Context: an optimization exercise on an open-source flow, tuned for a short achievable clock period and few clock cycles. The choices shown serve that exercise and are no tape-out recipe. Where RTL was checked, it was by simulation tests only, not by an equivalence proof against the original. Power figures rest on the tool's default switching activity, not on a simulated workload.

Design trc3_core, start of the top module:
module trc3_core (
    input  wire        clk,
    input  wire        rst,
    output reg         mem_req,
    output reg         mem_we,
    output reg  [10:0] mem_addr,
    output reg  [7:0]  mem_wdata,
    input  wire        mem_ready,
    input  wire [7:0]  mem_rdata,
    output wire        gpi_req,
    output wire [2:0]  gpi_port,
    input  wire        gpi_valid,
    input  wire [7:0]  gpi_data,
    output wire        gpo_valid,
    output wire [2:0]  gpo_port,
    output wire [7:0]  gpo_data,
    output wire        bell,
    output wire        halted,
    output wire        faulted,
    output wire [2:0]  fault_code,
    output wire [10:0] pc_out
);
    localparam OP_NOP = 5'd0,  OP_HLT = 5'd1,  OP_ADD = 5'd2,  OP_ADI = 5'd3;
    localparam OP_SUB = 5'd4,  OP_XOR = 5'd5,  OP_XNO = 5'd6,  OP_IOR = 5'd7;
    localparam OP_NOR = 5'd8,  OP_AND = 5'd9,  OP_NAN = 5'd10, OP_RSH = 5'd11;
    localparam OP_LDI = 5'd12, OP_JMP = 5'd13, OP_BEQ = 5'd14, OP_BNE = 5'd15;
    localparam OP_BGT = 5'd16, OP_BLT = 5'd17, OP_CAL = 5'd18, OP_RET = 5'd19;
    localparam OP_REA = 5'd20, OP_STO = 5'd21, OP_GPI = 5'd22, OP_GPO = 5'd23;
    localparam OP_BEL = 5'd24, OP_PAS = 5'd25, OP_PAG = 5'd26;
    localparam F_NONE     = 3'd0;
    localparam F_ILLEGAL  = 3'd1;
    localparam F_RESERVED = 3'd2;
    localparam F_DATAADDR = 3'd3;
    localparam F_PAGE     = 3'd4;
    function [31:0] onehot;
  ...
Size: ~2,200 flip-flops, roughly 74 I/O pins, ~110,000 um2 of cells after synthesis.
Settings: LEC_CHECK=0, ABC_CLOCK_PERIOD_IN_PS=2500, CAP_MARGIN=20, CELL_PAD_IN_SITES_DETAIL_PLACEMENT=1, CELL_PAD_IN_SITES_GLOBAL_PLACEMENT=2, CORE_MARGIN=2, CORE_UTILIZATION=40, PLACE_DENSITY=0.6, SETUP_SLACK_MARGIN=4.0, SLEW_MARGIN=20, TNS_END_PERCENT=5; clock period 7.0 ns.
run.sh (not shown) runs the stock make flow with config.mk's settings and CLKGATE_MAP_FILE= SYNTH_SCRIPT=/design/flow/synth_recipe.tcl, a recipe that flattens the netlist after the stock synthesis.
Testbench counts at the start, summed over its fixed seeds: cycles 80,482.
==> next run, changes <==
--- a/flow/design.v
+++ b/flow/design.v
@@ -335,23 +335,23 @@
             v1     = v1     | (oht[j] & c_val[j]);
             w3     = w3     | ({16{oh2[j]}} & c_data[j]);
             g3     = g3     | ({5{oh2[j]}}  & c_tag[j]);
             v3     = v3     | (oh2[j] & c_val[j]);
         end
     end
     wire h0 = v0 && (g0 == pcp1_d[9:5]) && !pcp1_d[10];
     wire h1 = v1 && (g1 == tgt[9:5]);
     wire h3 = v3 && (g3 == pcp2_d[9:5]) && !pcp2_d[10];
     wire        f_jmp  = w0[15:11] == OP_JMP;
     wire        f_dir  = f_jmp || cnt0[1];
-    wire        fold   = fold0 && !pcp1_d[10] && !pcp2_d[10] && (!f_dir || tv0);
+    wire        fold   = 1'b0;
     wire [31:0] f_toh  = onehot(w0[5:1]);
     wire [1:0]  f_ct   = w0[12:11] - 2'd2;          
     wire [3:0]  f_m    = (f_ct == 2'd0) ? {~f_dir, f_dir, 2'b00} :
                          (f_ct == 2'd1) ? {f_dir, ~f_dir, 2'b00} :
                          (f_ct == 2'd2) ? {2'b00, ~f_dir, f_dir} :
                                           {2'b00, f_dir, ~f_dir};
     localparam BW = 11 + 32 + 16 + 32 + 1 + 1;
     wire [BW-1:0] b_t  = {{1'b0, tgt}, rotl1(oht), w1, onehot(w1[5:1]), h1, 1'b1};
     wire [BW-1:0] b_r  = {{1'b0, st_top}, rotl1(top_oh), st_word, onehot(st_word[5:1]), st_wv, 1'b0};
     wire [BW-1:0] b_s0 = {pcp1_d, oh2, w0, onehot(w0[5:1]), h0, 1'b1};
     wire [BW-1:0] b_f1 = {{1'b0, w0[10:1]}, rotl1(f_toh), tw0, onehot(tw0[5:1]), tv0, 1'b0};
What happened: Flip-flop and latch count decreases by 758; global-route usage came out lower by 8.3 points; via count went down by 42%; non-clock buffer count went down by 452; routed wire length goes down by about 47%; worst setup slack gains 0.21 ns; area after synthesis decreases by 36%; cell count went down by 37%; power fell by 50%; combinational power decreases by about 70%; first-iteration DRC count drops by 49%.
For the second run of this note, only the layout was checked, not whether the RTL still works.

separate check: timing with driven ports:
No port has a modelled driver above. Below, the same layouts with a new extraction and two added sets of constraints. Step 1 (the two cells are an assumption about what drives the block):
set clk [get_ports {clk}]
set_driving_cell -lib_cell sky130_fd_sc_hd__clkbuf_16 $clk
set_driving_cell -lib_cell sky130_fd_sc_hd__buf_2 [delete_from_list [all_inputs] $clk]
Step 2 also shifts input and output timing later by t, the mid clock arrival at the registers, as if the neighbouring blocks saw the same clock. Slacks: ideal / step 1 / step 2; pairs: ideal / step 1.
run	t (ns)	setup slack, ns	worst setup path at the end	latest minus earliest clock arrival (ns)	pins driven straight from the clock port
the first run	1.033	2.773 / 2.773 / 2.045	input to register	0.104 / 0.104	1
the second run	0.932	2.983 / 2.983 / 2.415	input to register	0.058 / 0.057	1
After both steps setup and hold are still met in every run listed. For the first run, which loses most, drivers alone change the setup slack by 0.000 ns; drivers and shift together by -0.728 ns.
